From an optimization exercise on the open Yosys and OpenROAD flow, aimed at small area, a short achievable clock period and few clock cycles per item; shortcuts taken in it are not production practice.
Power is estimated from default activity; no workload was simulated.

==> module sd_classifier, before the edit <==
module sd_classifier (
    input  wire        clk,
    input  wire        rst,         
    input  wire        rst_in,      
    input  wire        in_valid,
    input  wire [7:0]  in_data,
    output wire        in_ready,
    input  wire        hold,        
    input  wire        restart,     
    input  wire        fast,        
    output reg         sym_v,
    output reg  [1:0]  sym,
    output reg         sym_is1,     
    output reg         sym2_v,      
    output reg  [1:0]  sym2,
    output wire [7:0]  nsym,
    output wire        ovf,
    output wire        last_pop     
);
    localparam [1:0] S_ZERO = 2'd0, S_ONE = 2'd1, S_AMB = 2'd2;
    reg  [6:0] pcnt;            
    reg        pprev;           
    wire [7:0] pb  = {in_data[0], in_data[1], in_data[2], in_data[3],
                      in_data[4], in_data[5], in_data[6], in_data[7]};
    wire [8:0] pin = {pcnt == 7'd127,
                      (pb ^ {pb[6:0], pprev}) & {7'h7f, pcnt != 7'd0}};
    reg  [8:0] hd, nx;          
    reg        hv, nv, rdy;
    wire       push = in_valid && rdy;
    assign in_ready = rdy;
    integer j;
    reg  [4:0] base;            
    reg  [7:0] count;           
    reg        ovf_r;
    reg        c_ok;            
    reg  [3:0] pcr;             
    reg        pcv;
    wire [7:0] rem   = hd[7:0];
    reg  [7:0] a, b;
    integer k;
    always @(*) begin
        for (k = 0; k < 8; k = k + 1) begin
            a[k] = |(rem & ((8'd1 << k) - 8'd1));
            b[k] = 1'b0;
            for (j = 0; j < k; j = j + 1)
                b[k] = b[k] | (rem[j] & |(rem & ((8'd1 << j) - 8'd1)));
        end
    end
    wire [7:0] hot   = rem & ~a;            
    wire [7:0] rem2  = rem & a;
    wire [7:0] hot2  = rem & a & ~b;        
    wire [7:0] rem3  = rem & b;
    wire       any   = |rem;
    wire       more  = |rem2;
    wire       more2 = |rem3;
    reg  [7:0] cz, co, c1;
    reg  [5:0] lj;              
    always @(*) begin
        for (j = 0; j < 8; j = j + 1) begin
            lj    = {base[4], base} + j;
            cz[j] = !lj[5] && lj >= 6'd5;
            co[j] = lj[5] || lj <= 6'd3;
            c1[j] = lj == 6'd1;
        end
    end
    wire [1:0] s1  = |(hot & cz) ? S_ZERO : |(hot & co) ? S_ONE : S_AMB;
    wire       i1  = |(hot & c1);
    wire [7:0] nr  = (hot << 1) | (hot << 2) | (hot << 3);
    wire [7:0] n4  = hot << 4;
    wire [1:0] s2  = |(hot2 & nr) ? S_ONE : |(hot2 & n4) ? S_AMB : S_ZERO;
    wire [3:0] pc = rem[0] + rem[1] + rem[2] + rem[3] + rem[4] + rem[5] + rem[6] + rem[7];
    wire go          = hv && !hold;
    wire counting    = fast || count[7] || ovf_r;
    wire detail_step = go && !counting && any;
    wire two         = detail_step && more && c_ok;
    wire pop         = go && (counting || !more || (c_ok && !more2));
    assign last_pop  = pop && hd[8];
    wire [7:0] hl = two ? hot2 : hot;
    wire [2:0] jl = {|(hl & 8'hf0), |(hl & 8'hcc), |(hl & 8'haa)};
    wire [4:0] base_pop = (hl[3:0] != 4'd0) ? 5'd5 : hl[4] ? 5'd4 : hl[5] ? 5'd3 :
                          hl[6] ? 5'd2 : 5'd1;
    wire [5:0] base8    = {base[4], base} + 6'd8;
    wire [4:0] base_run = (!base8[5] && base8 >= 6'd5) ? 5'd5 : base8[4:0];
    wire [8:0] csum    = {1'b0, count} + {5'd0, pcr};
    wire [7:0] cnt1    = count + 8'd1;
    wire [7:0] cnt2    = count + 8'd2;
    wire [7:0] count_n = pcv ? csum[7:0] : !detail_step ? count : two ? cnt2 : cnt1;
    always @(posedge clk) begin
        if (push) begin
            nx    <= pin;
            pprev <= in_data[0];
        end
        if (pop)
            hd <= nv ? nx : pin;
        else if (detail_step)
            hd[7:0] <= two ? rem3 : rem2;
        else if (!hv)
            hd <= pin;
    end
    always @(posedge clk) begin
        if (rst_in) begin
            rdy  <= 1'b0;
        end
        if (rst) begin
            hv   <= 1'b0;
            nv   <= 1'b0;
            if (!rst_in) rdy <= 1'b1;
            pcnt <= 7'd0;
        end else if (!rst_in) begin
            if (push)
                pcnt <= pcnt + 7'd1;
            if (pop) begin
                hv <= nv || push;
                nv <= nv && push;
            end else if (push) begin
                hv <= 1'b1;
                nv <= hv;
            end
            rdy <= !(hv && nv && !pop) && !(hv && !nv && push && !pop) && !(hv && nv && push);
        end
    end
    always @(posedge clk) begin
        sym     <= s1;
        sym_is1 <= i1;
        sym2    <= s2;
    end
    always @(posedge clk) begin
        sym_v  <= 1'b0;
        sym2_v <= 1'b0;
        pcv    <= 1'b0;
        if (rst || restart) begin
            base  <= 5'd0;
            count <= 8'd0;
            c_ok  <= 1'b0;
        end else begin
            count <= count_n;
            c_ok  <= (detail_step ? (two ? count < 8'd125 : count < 8'd126)
                                  : (count != 8'd0 && count < 8'd127));
            if (detail_step) begin
                sym_v   <= 1'b1;
                sym2_v  <= two;
            end else if (go && counting) begin
                pcr <= pc;
                pcv <= 1'b1;
            end
            if (pop) begin
                if (detail_step) base <= base_pop;
                else             base <= base_run;
            end else if (detail_step) begin
                base <= 5'd0 - {2'd0, jl};
            end
        end
    end
    always @(posedge clk) begin
        if (rst || restart) ovf_r <= 1'b0;
        else if (pcv && csum > 9'd128) ovf_r <= 1'b1;
    end
    assign ovf  = ovf_r;
    assign nsym = count[7:0];
endmodule
make LEC_CHECK=0 CAP_MARGIN=20 CORE_MARGIN=2 CORE_UTILIZATION=60 SETUP_SLACK_MARGIN=5 SLEW_MARGIN=20 finish   # period 10.0 ns
run.sh (not shown) runs the stock make flow with config.mk's settings and CLKGATE_MAP_FILE= SYNTH_SCRIPT=/design/flow/synth_recipe.tcl, a recipe that flattens the netlist after the stock synthesis.
The baseline completed without violations.
Edit:
--- a/flow/design.v
+++ b/flow/design.v
@@ -29,7 +29,9 @@
     wire       push = in_valid && rdy;
     assign in_ready = rdy;
     integer j;
-    reg  [4:0] base;            
+    reg        mid;             
+    reg  [2:0] pos;
+    reg  [2:0] base;            
     reg  [7:0] count;           
     reg        ovf_r;
     reg        c_ok;            
@@ -54,13 +56,13 @@
     wire       more  = |rem2;
     wire       more2 = |rem3;
     reg  [7:0] cz, co, c1;
-    reg  [5:0] lj;              
+    reg  [3:0] lj;              
     always @(*) begin
         for (j = 0; j < 8; j = j + 1) begin
-            lj    = {base[4], base} + j;
-            cz[j] = !lj[5] && lj >= 6'd5;
-            co[j] = lj[5] || lj <= 6'd3;
-            c1[j] = lj == 6'd1;
+            lj    = mid ? j - pos : base + j;
+            cz[j] = lj >= 4'd5;
+            co[j] = lj <= 4'd3;
+            c1[j] = lj == 4'd1;
         end
     end
     wire [1:0] s1  = |(hot & cz) ? S_ZERO : |(hot & co) ? S_ONE : S_AMB;
@@ -77,10 +79,8 @@
     assign last_pop  = pop && hd[8];
     wire [7:0] hl = two ? hot2 : hot;
     wire [2:0] jl = {|(hl & 8'hf0), |(hl & 8'hcc), |(hl & 8'haa)};
-    wire [4:0] base_pop = (hl[3:0] != 4'd0) ? 5'd5 : hl[4] ? 5'd4 : hl[5] ? 5'd3 :
-                          hl[6] ? 5'd2 : 5'd1;
-    wire [5:0] base8    = {base[4], base} + 6'd8;
-    wire [4:0] base_run = (!base8[5] && base8 >= 6'd5) ? 5'd5 : base8[4:0];
+    wire [2:0] base_pop = (hl[3:0] != 4'd0) ? 3'd5 : hl[4] ? 3'd4 : hl[5] ? 3'd3 :
+                          hl[6] ? 3'd2 : 3'd1;
     wire [8:0] csum    = {1'b0, count} + {5'd0, pcr};
     wire [7:0] cnt1    = count + 8'd1;
     wire [7:0] cnt2    = count + 8'd2;
@@ -129,7 +129,8 @@
         sym2_v <= 1'b0;
         pcv    <= 1'b0;
         if (rst || restart) begin
-            base  <= 5'd0;
+            base  <= 3'd0;
+            mid   <= 1'b0;
             count <= 8'd0;
             c_ok  <= 1'b0;
         end else begin
@@ -144,10 +145,11 @@
                 pcv <= 1'b1;
             end
             if (pop) begin
-                if (detail_step) base <= base_pop;
-                else             base <= base_run;
+                mid <= 1'b0;
+                base <= detail_step ? base_pop : 3'd5;
             end else if (detail_step) begin
-                base <= 5'd0 - {2'd0, jl};
+                mid <= 1'b1;
+                pos <= jl;
             end
         end
     end
Global-route usage decreases by 0.13 points.
Final area hardly moves.
Wire length decreases slightly.
Hold slack barely changes.
Synthesized area barely changes.
Clock-buffer cell count decreases by 15.
Via count decreases slightly.
Total power decreases by a few percent.
Fmax decreases by a few percent.
Non-clock buffer count increases by 2.
No run of this note included a check of the RTL's function; only the layout flow was run.

-- afterwards: timing with drivers on the ports --
The results above use ideal ports. As a check the final layouts listed here were re-extracted and re-timed, cells and wires unchanged. Step 1 assumes that a clkbuf_16 drives the clock port and a buf_2 every other input. Step 2 adds t to the input delays and takes it off the output delays; t is the mean of the earliest and latest rising clock arrival at the registers after step 1. Input paths then give back, and output paths get back, about the clock's delay inside the block. Three values: ideal ports, drivers, drivers and shift; two values: the first two.
run | shift t [ns] | setup slack, ns | clock arrival spread, ns | worst register clock-pin slew, ns
the first run | 0.638 | 5.979 / 5.919 / 5.774 | 0.027 / 0.026 | 0.07 / 0.07
the second run | 0.640 | 5.734 / 5.674 / 6.025 | 0.024 / 0.024 | 0.06 / 0.06
After both steps every run listed still meets setup and hold. The setup slack of the first run, which loses most, moves by -0.060 ns with the drivers and by -0.205 ns with both steps.
